What follows belongs to an exercise in optimizing a design on an open flow for small area, a short achievable clock period and few clock cycles; a production flow would make more cautious choices.
Function was checked by simulation only, so behaviour that the tests miss may differ from the original.

==> run R <==
==> flow/design.v <==
module py8bit_core (
    input  wire        clk,
    input  wire        rst,          
    input  wire        host_we,
    input  wire [7:0]  host_addr,
    input  wire [7:0]  host_wdata,
    output reg  [7:0]  host_rdata,   
    input  wire [2:0]  reg_sel,
    output reg  [7:0]  reg_rdata,    
    output wire [7:0]  pc,
    output wire [3:0]  flags,        
    output wire        halted
);
    localparam OP_NOP   = 4'd0;
    localparam OP_LOAD  = 4'd1;
    localparam OP_STORE = 4'd2;
    localparam OP_MOV   = 4'd3;
    localparam OP_ADD   = 4'd4;
    localparam OP_SUB   = 4'd5;
    localparam OP_AND   = 4'd6;
    localparam OP_OR    = 4'd7;
    localparam OP_XOR   = 4'd8;
    localparam OP_NOT   = 4'd9;
    localparam OP_SHL   = 4'd10;
    localparam OP_SHR   = 4'd11;
    localparam OP_JMP   = 4'd12;
    localparam OP_JZ    = 4'd13;
    localparam OP_JNZ   = 4'd14;
    localparam OP_HALT  = 4'd15;
    localparam LB = 2;               
    localparam NB = 1 << LB;
    localparam RB = 8 - LB;          
    localparam NR = 1 << RB;         
    reg [7:0]    mem [0:255];        
    reg [7:0]    regs [0:7];
    reg          halted_q;
    reg          flag_z, flag_c, flag_n, flag_v;
    reg [7:0]    fa_q;               
    reg          eok_q;              
    reg [7:0]    rh_q [0:NB-1];      
    reg [7:0]    rl_q [0:NB-1];
    reg [7:0]    bq [0:NB-1];        
    reg [7:0]    f2a_q;              
    reg          f2v_q;              
    reg [15:0]   ir_q;               
    reg [7:0]    ipc_q;              
    reg          xv_q;               
    reg          d_load, d_store, d_mov, d_alu;
    wire [3:0] opcode = ir_q[15:12];
    wire [3:0] rd     = ir_q[11:8];
    wire [3:0] rs1    = ir_q[7:4];
    wire [3:0] rs2    = ir_q[3:0];
    wire [7:0] addr   = ir_q[7:0];
    wire x_load  = xv_q && d_load;
    wire x_store = xv_q && d_store;
    wire x_alu   = xv_q && d_alu;
    wire [7:0] val_rs1 = rs1[3] ? 8'h00 : regs[rs1[2:0]];
    wire [7:0] val_rs2 = rs2[3] ? 8'h00 : regs[rs2[2:0]];
    wire [7:0] val_rd  = rd[3]  ? 8'h00 : regs[rd[2:0]];
    wire [7:0]   hh = 8'd1 << host_addr[7:5];
    wire [7:0]   hl = 8'd1 << host_addr[4:2];
    reg [7:0]    bout [0:NB-1];
    reg [7:0]    bh, bl;
    integer b, r;
    always @(*) begin
        for (b = 0; b < NB; b = b + 1) begin
            bh = halted_q ? hh : rh_q[b];
            bl = halted_q ? hl : rl_q[b];
            bout[b] = 8'h00;
            for (r = 0; r < NR; r = r + 1)
                bout[b] = bout[b] | (mem[r * NB + b] & {8{bh[r / 8] & bl[r % 8]}});
        end
    end
    wire [LB-1:0] ldb   = addr[LB-1:0];
    wire [LB-1:0] bsel  = halted_q ? host_addr[LB-1:0] : ldb;
    wire [7:0]    rbyte = bout[bsel];
    wire [LB-1:0] fab      = fa_q[LB-1:0];
    wire [LB-1:0] fab1     = fab + 1'b1;
    wire          conflict = x_load && ((ldb == fab) || (ldb == fab1));
    wire          eok      = eok_q || (fab != {LB{1'b1}});
    wire          f1_ok    = eok && !conflict;
    reg [7:0] alu_y;
    reg       alu_c, alu_v;
    reg [8:0] sum;
    always @(*) begin
        sum   = 9'd0;
        alu_y = val_rs1;
        alu_c = 1'b0;
        alu_v = 1'b0;
        case (opcode)
            OP_ADD: begin
                sum   = {1'b0, val_rs1} + {1'b0, val_rs2};
                alu_y = sum[7:0];
                alu_c = sum[8];
                alu_v = (val_rs1[7] == val_rs2[7]) && (sum[7] != val_rs1[7]);
            end
            OP_SUB: begin
                sum   = {1'b0, val_rs1} + {1'b0, ~val_rs2} + 9'd1;
                alu_y = sum[7:0];
                alu_c = ~sum[8];
                alu_v = (val_rs1[7] != val_rs2[7]) && (sum[7] != val_rs1[7]);
            end
            OP_AND: alu_y = val_rs1 & val_rs2;
            OP_OR:  alu_y = val_rs1 | val_rs2;
            OP_XOR: alu_y = val_rs1 ^ val_rs2;
            OP_NOT: alu_y = ~val_rs1;
            OP_SHL: begin
                alu_y = {val_rs1[6:0], 1'b0};
                alu_c = val_rs1[7];
            end
            OP_SHR: begin
                alu_y = {1'b0, val_rs1[7:1]};
                alu_c = val_rs1[0];
            end
            default: ;
        endcase
    end
    wire alu_zero = (alu_y == 8'h00);
    reg zq;
    always @(*) begin
        case (opcode)
            OP_ADD:  zq = ((val_rs1 ^ val_rs2) == {val_rs1[6:0] | val_rs2[6:0], 1'b0});
            OP_SUB:  zq = (val_rs1 == val_rs2);
            OP_AND:  zq = ((val_rs1 & val_rs2) == 8'h00);
            OP_OR:   zq = ((val_rs1 | val_rs2) == 8'h00);
            OP_XOR:  zq = (val_rs1 == val_rs2);
            OP_NOT:  zq = (val_rs1 == 8'hFF);
            OP_SHL:  zq = (val_rs1[6:0] == 7'h00);
            OP_SHR:  zq = (val_rs1[7:1] == 7'h00);
            default: zq = (val_rs1 == 8'h00);
        endcase
    end
    wire z_fwd = x_alu ? zq : flag_z;
    wire [7:0] st_off = addr - ipc_q;
    wire hazard = x_store && (st_off >= 8'd2) && (st_off <= 8'd5);
    wire [LB-1:0] f2b   = f2a_q[LB-1:0];
    wire [LB-1:0] f2b1  = f2b + 1'b1;
    wire [15:0]   fword = {bq[f2b1], bq[f2b]};
    wire [3:0]    f_op  = fword[15:12];
    wire f2_ok    = f2v_q && !hazard;
    wire f2_taken = f2_ok && ((f_op == OP_JMP) ||
                              ((f_op == OP_JZ)  &&  z_fwd) ||
                              ((f_op == OP_JNZ) && !z_fwd));
    wire f2_halt  = f2_ok && (f_op == OP_HALT);
    wire f2_load  = f2_ok && (f_op == OP_LOAD);
    wire [7:0] nfa_r = hazard ? ipc_q + 8'd2 : f1_ok ? fa_q + 8'd2 : fa_q;
    wire [7:0] nfa   = f2_taken ? fword[7:0] : nfa_r;
    wire [RB-1:0] row_r  = nfa_r[7:LB];
    wire [RB-1:0] row0_r = nfa_r[7:LB] + (nfa_r[LB-1:0] == {LB{1'b1}});
    wire [7:0] wh = 8'd1 << fword[7:5];
    wire [7:0] wl = 8'd1 << fword[4:2];
    integer k;
    always @(posedge clk) begin
        if (rst) begin
            fa_q     <= 8'h00;
            eok_q    <= 1'b1;
            for (k = 0; k < NB; k = k + 1) begin
                rh_q[k] <= 8'd1;
                rl_q[k] <= 8'd1;
            end
            f2v_q    <= 1'b0;
            xv_q     <= 1'b0;
            halted_q <= 1'b0;
        end else if (!halted_q) begin
            fa_q  <= nfa;
            eok_q <= !(f2_taken && fword[LB-1:0] == {LB{1'b1}});
            for (k = 0; k < NB; k = k + 1) begin
                if (f2_taken || (f2_load && fword[LB-1:0] == k)) begin
                    rh_q[k] <= wh;
                    rl_q[k] <= wl;
                end else begin
                    rh_q[k] <= 8'd1 << ((k == 0) ? row0_r[5:3] : row_r[5:3]);
                    rl_q[k] <= 8'd1 << ((k == 0) ? row0_r[2:0] : row_r[2:0]);
                end
            end
            f2a_q <= fa_q;
            f2v_q <= f1_ok && !hazard && !f2_taken && !f2_halt;
            xv_q     <= f2_ok && !f2_halt;
            halted_q <= f2_halt;
            if (f2_ok) begin
                ir_q    <= fword;
                ipc_q   <= f2a_q;
                d_load  <= (f_op == OP_LOAD);
                d_store <= (f_op == OP_STORE);
                d_mov   <= (f_op == OP_MOV);
                d_alu   <= (f_op >= OP_ADD) && (f_op <= OP_SHR);
            end
        end
    end
    always @(posedge clk)
        for (k = 0; k < NB; k = k + 1)
            bq[k] <= bout[k];
    wire reg_we = (x_alu || x_load || (xv_q && d_mov)) && !rd[3];
    wire [7:0] reg_wdata = x_load ? rbyte : alu_y;
    always @(posedge clk) begin
        if (!rst && !halted_q) begin
            if (reg_we)
                regs[rd[2:0]] <= reg_wdata;
            if (x_alu) begin
                flag_z <= alu_zero;
                flag_c <= alu_c;
                flag_n <= alu_y[7];
                flag_v <= alu_v;
            end
        end
    end
    wire       st_we = x_store && !rst && !halted_q;
    wire       m_we  = host_we || st_we;
    wire [7:0] m_wa  = host_we ? host_addr : addr;
    wire [7:0] m_wd  = host_we ? host_wdata : val_rd;
    wire [255:0] w_hot = {255'd0, m_we} << m_wa;
    genvar g;
    generate
        for (g = 0; g < 256; g = g + 1) begin : g_mem
            always @(posedge clk)
                if (w_hot[g])
                    mem[g] <= m_wd;
        end
    endgenerate
    always @(posedge clk) begin
        host_rdata <= rbyte;
        reg_rdata  <= regs[reg_sel];
    end
    assign pc         = ipc_q;
    assign flags      = {flag_z, flag_c, flag_n, flag_v};
    assign halted     = halted_q;
endmodule
==> flow/run.sh <==
#!/bin/bash
# synth_recipe.tcl (not shown) runs the flow's synth.tcl, then flattens the netlist and writes it again
# the make line also repeats each setting of config.mk as NAME=value (left out here)
make -C /OpenROAD-flow-scripts/flow DESIGN_CONFIG=/design/flow/config.mk WORK_HOME=/design/flow/orfs CLKGATE_MAP_FILE= SYNTH_SCRIPT=/design/flow/synth_recipe.tcl finish
==> flow/config.mk <==
export PLATFORM = sky130hd
export DESIGN_NAME = py8bit_core
export DESIGN_NICKNAME = py8bit_core
export VERILOG_FILES = /design/flow/design.v
export SDC_FILE = /design/flow/constraint.sdc
export NUM_CORES = 4
export LEC_CHECK = 0
export CAP_MARGIN = 20
export CORE_MARGIN = 2
export CORE_UTILIZATION = 40
export CTS_BUF_LIST = sky130_fd_sc_hd__clkbuf_8
export CTS_CLUSTER_SIZE = 25
export SETUP_SLACK_MARGIN = 4.5
export SLEW_MARGIN = 40
==> flow/constraint.sdc <==
create_clock -name core_clock -period 8.0 [get_ports {clk}]
set_input_delay 1.6000 -clock core_clock [delete_from_list [all_inputs] [get_ports {clk}]]
set_output_delay 1.6000 -clock core_clock [all_outputs]
set_load 0.01 [all_outputs]
==> run E (differences from run R) <==
--- a/flow/design.v
+++ b/flow/design.v
@@ -27,25 +27,26 @@
     localparam OP_JZ    = 4'd13;
     localparam OP_JNZ   = 4'd14;
     localparam OP_HALT  = 4'd15;
-    localparam LB = 2;               
+    localparam LB = 4;               
     localparam NB = 1 << LB;
     localparam RB = 8 - LB;          
     localparam NR = 1 << RB;         
     reg [7:0]    mem [0:255];        
     reg [7:0]    regs [0:7];
-    reg          halted_q;
-    reg          flag_z, flag_c, flag_n, flag_v;
-    reg [7:0]    fa_q;               
-    reg          eok_q;              
-    reg [7:0]    rh_q [0:NB-1];      
-    reg [7:0]    rl_q [0:NB-1];
-    reg [7:0]    bq [0:NB-1];        
-    reg [7:0]    f2a_q;              
-    reg          f2v_q;              
+    reg [7:0]    pc_q;               
+    reg [3:0]    f0h_q;              
+    reg [3:0]    f0l_q;
+    reg [3:0]    fch_q;              
+    reg [3:0]    fcl_q;
+    reg [3:0]    ih_q;               
+    reg [3:0]    il_q;
     reg [15:0]   ir_q;               
     reg [7:0]    ipc_q;              
     reg          xv_q;               
     reg          d_load, d_store, d_mov, d_alu;
+    reg          taken_q;            
+    reg          halted_q;
+    reg          flag_z, flag_c, flag_n, flag_v;
     wire [3:0] opcode = ir_q[15:12];
     wire [3:0] rd     = ir_q[11:8];
     wire [3:0] rs1    = ir_q[7:4];
@@ -54,31 +55,38 @@
     wire x_load  = xv_q && d_load;
     wire x_store = xv_q && d_store;
     wire x_alu   = xv_q && d_alu;
+    wire taken   = taken_q;
     wire [7:0] val_rs1 = rs1[3] ? 8'h00 : regs[rs1[2:0]];
     wire [7:0] val_rs2 = rs2[3] ? 8'h00 : regs[rs2[2:0]];
     wire [7:0] val_rd  = rd[3]  ? 8'h00 : regs[rd[2:0]];
-    wire [7:0]   hh = 8'd1 << host_addr[7:5];
-    wire [7:0]   hl = 8'd1 << host_addr[4:2];
+    wire [7:0]    fa    = taken ? addr : pc_q;
+    wire [LB-1:0] fab   = fa[LB-1:0];
+    wire [LB-1:0] fab1  = fab + 1'b1;
+    wire [LB-1:0] ldb   = addr[LB-1:0];
+    wire [3:0]   hh = 4'd1 << host_addr[7:6];
+    wire [3:0]   hl = 4'd1 << host_addr[5:4];
     reg [7:0]    bout [0:NB-1];
-    reg [7:0]    bh, bl;
+    reg [3:0]    bh;
+    reg [3:0]    bl;
     integer b, r;
     always @(*) begin
         for (b = 0; b < NB; b = b + 1) begin
-            bh = halted_q ? hh : rh_q[b];
-            bl = halted_q ? hl : rl_q[b];
+            if (halted_q) begin
+                bh = hh; bl = hl;
+            end else if (taken_q || (x_load && addr[LB-1:0] == b)) begin
+                bh = ih_q; bl = il_q;
+            end else begin
+                bh = (b == 0) ? f0h_q : fch_q;
+                bl = (b == 0) ? f0l_q : fcl_q;
+            end
             bout[b] = 8'h00;
             for (r = 0; r < NR; r = r + 1)
-                bout[b] = bout[b] | (mem[r * NB + b] & {8{bh[r / 8] & bl[r % 8]}});
-        end
-    end
-    wire [LB-1:0] ldb   = addr[LB-1:0];
+                bout[b] = bout[b] | (mem[r * NB + b] & {8{bh[r / 4] & bl[r % 4]}});
+        end
+    end
+    wire [15:0]   fword = {bout[fab1], bout[fab]};
     wire [LB-1:0] bsel  = halted_q ? host_addr[LB-1:0] : ldb;
     wire [7:0]    rbyte = bout[bsel];
-    wire [LB-1:0] fab      = fa_q[LB-1:0];
-    wire [LB-1:0] fab1     = fab + 1'b1;
-    wire          conflict = x_load && ((ldb == fab) || (ldb == fab1));
-    wire          eok      = eok_q || (fab != {LB{1'b1}});
-    wire          f1_ok    = eok && !conflict;
     reg [7:0] alu_y;
     reg       alu_c, alu_v;
     reg [8:0] sum;
@@ -131,55 +139,45 @@
         endcase
     end
     wire z_fwd = x_alu ? zq : flag_z;
-    wire [7:0] st_off = addr - ipc_q;
-    wire hazard = x_store && (st_off >= 8'd2) && (st_off <= 8'd5);
-    wire [LB-1:0] f2b   = f2a_q[LB-1:0];
-    wire [LB-1:0] f2b1  = f2b + 1'b1;
-    wire [15:0]   fword = {bq[f2b1], bq[f2b]};
-    wire [3:0]    f_op  = fword[15:12];
-    wire f2_ok    = f2v_q && !hazard;
-    wire f2_taken = f2_ok && ((f_op == OP_JMP) ||
-                              ((f_op == OP_JZ)  &&  z_fwd) ||
-                              ((f_op == OP_JNZ) && !z_fwd));
-    wire f2_halt  = f2_ok && (f_op == OP_HALT);
-    wire f2_load  = f2_ok && (f_op == OP_LOAD);
-    wire [7:0] nfa_r = hazard ? ipc_q + 8'd2 : f1_ok ? fa_q + 8'd2 : fa_q;
-    wire [7:0] nfa   = f2_taken ? fword[7:0] : nfa_r;
-    wire [RB-1:0] row_r  = nfa_r[7:LB];
-    wire [RB-1:0] row0_r = nfa_r[7:LB] + (nfa_r[LB-1:0] == {LB{1'b1}});
-    wire [7:0] wh = 8'd1 << fword[7:5];
-    wire [7:0] wl = 8'd1 << fword[4:2];
+    wire [7:0] pc_plus1 = pc_q + 8'd1;
+    wire conflict  = x_load && ((ldb == pc_q[LB-1:0]) || (ldb == pc_q[LB-1:0] + 1'b1));
+    wire fa_bad    = taken && (fab == {LB{1'b1}});
+    wire store_hit = x_store && ((addr == pc_q) || (addr == pc_plus1));
+    wire f_ok      = !conflict && !fa_bad && !store_hit;
+    wire [3:0] f_op   = fword[15:12];
+    wire       f_halt = (f_op == OP_HALT);
+    wire       f_taken = (f_op == OP_JMP) ||
+                         ((f_op == OP_JZ)  &&  z_fwd) ||
+                         ((f_op == OP_JNZ) && !z_fwd);
+    wire       f_load = (f_op == OP_LOAD);
+    wire [7:0]    nfa    = f_ok ? fa + 8'd2 : fa;
+    wire [RB-1:0] nfrow  = nfa[7:LB];
+    wire [RB-1:0] nfrow0 = nfa[7:LB] + (nfa[LB-1:0] == {LB{1'b1}});
     integer k;
     always @(posedge clk) begin
         if (rst) begin
-            fa_q     <= 8'h00;
-            eok_q    <= 1'b1;
-            for (k = 0; k < NB; k = k + 1) begin
-                rh_q[k] <= 8'd1;
-                rl_q[k] <= 8'd1;
-            end
-            f2v_q    <= 1'b0;
+            pc_q     <= 8'h00;
+            f0h_q    <= 4'd1;
+            f0l_q    <= 4'd1;
+            fch_q    <= 4'd1;
+            fcl_q    <= 4'd1;
             xv_q     <= 1'b0;
+            taken_q  <= 1'b0;
             halted_q <= 1'b0;
         end else if (!halted_q) begin
-            fa_q  <= nfa;
-            eok_q <= !(f2_taken && fword[LB-1:0] == {LB{1'b1}});
-            for (k = 0; k < NB; k = k + 1) begin
-                if (f2_taken || (f2_load && fword[LB-1:0] == k)) begin
-                    rh_q[k] <= wh;
-                    rl_q[k] <= wl;
-                end else begin
-                    rh_q[k] <= 8'd1 << ((k == 0) ? row0_r[5:3] : row_r[5:3]);
-                    rl_q[k] <= 8'd1 << ((k == 0) ? row0_r[2:0] : row_r[2:0]);
-                end
-            end
-            f2a_q <= fa_q;
-            f2v_q <= f1_ok && !hazard && !f2_taken && !f2_halt;
-            xv_q     <= f2_ok && !f2_halt;
-            halted_q <= f2_halt;
-            if (f2_ok) begin
+            pc_q <= nfa;
+            f0h_q <= 4'd1 << nfrow0[3:2];
+            f0l_q <= 4'd1 << nfrow0[1:0];
+            fch_q <= 4'd1 << nfrow[3:2];
+            fcl_q <= 4'd1 << nfrow[1:0];
+            xv_q     <= f_ok && !f_halt;
+            taken_q  <= f_ok && f_taken;
+            halted_q <= f_ok && f_halt;
+            if (f_ok) begin
                 ir_q    <= fword;
-                ipc_q   <= f2a_q;
+                ih_q    <= 4'd1 << fword[7:6];
+                il_q    <= 4'd1 << fword[5:4];
+                ipc_q   <= fa;
                 d_load  <= (f_op == OP_LOAD);
                 d_store <= (f_op == OP_STORE);
                 d_mov   <= (f_op == OP_MOV);
@@ -187,9 +185,6 @@
             end
         end
     end
-    always @(posedge clk)
-        for (k = 0; k < NB; k = k + 1)
-            bq[k] <= bout[k];
     wire reg_we = (x_alu || x_load || (xv_q && d_mov)) && !rd[3];
     wire [7:0] reg_wdata = x_load ? rbyte : alu_y;
     always @(posedge clk) begin
- TNS_END_PERCENT: unset -> 10
==> impl_metrics.tcl <==
set metrics [dict create \
    seq_area_um2 65690 \
    netlist-cell-type-count 103 \
    synthMuxAreaShare_pct 2.098 \
    fill_cells 19488 \
    total_power_mw 51.10 \
    status "complete, no violations" \
    multi_input_gates 3840 \
]
That was run E.
==> impl_metrics.tcl <==
set metrics [dict create \
    synthMuxAreaShare_pct 2.680 \
    total_power_mw 39.07 \
    multi_input_gates 3634 \
    seq_area_um2 67310 \
    synth_common_cells "2152 x edfxtp_1, 554 x o21ai_0, 491 x nor2_1" \
    fill_cells 19626 \
    netlist-cell-type-count 91 \
    status "complete, no violations" \
    grtUsageTotal_pct 34.22 \
]
That was run R.
Testbench counts of run R, summed over its fixed seeds: cycles 68,636.
Testbench counts of run E, summed over its fixed seeds: cycles 57,564.

## afterwards: timing with drivers on the ports
The flow's constraints put no driver on any port. The routed layouts listed below were extracted and timed again, unchanged, in two steps.
Step 1 assumes that a clkbuf_16 drives the clock port and a buf_2 every other input.
Step 2 moves the port delays by t, midway between the first and last clock arrival at a register: inputs arrive t later, outputs are due t later. That takes back most of the time a late clock gives input paths.
Three values: ideal ports, drivers, drivers and shift; two values: the first two.
run	t, ns	setup slack, ns	worst setup path after step 2
run R	1.188	3.508 / 3.401 / 2.213	input to register
run E	1.151	3.296 / 3.296 / 2.195	input to register
After both steps every run listed still meets setup and hold. For run R, which loses most, drivers alone change the setup slack by -0.107 ns; drivers and shift together by -1.295 ns.
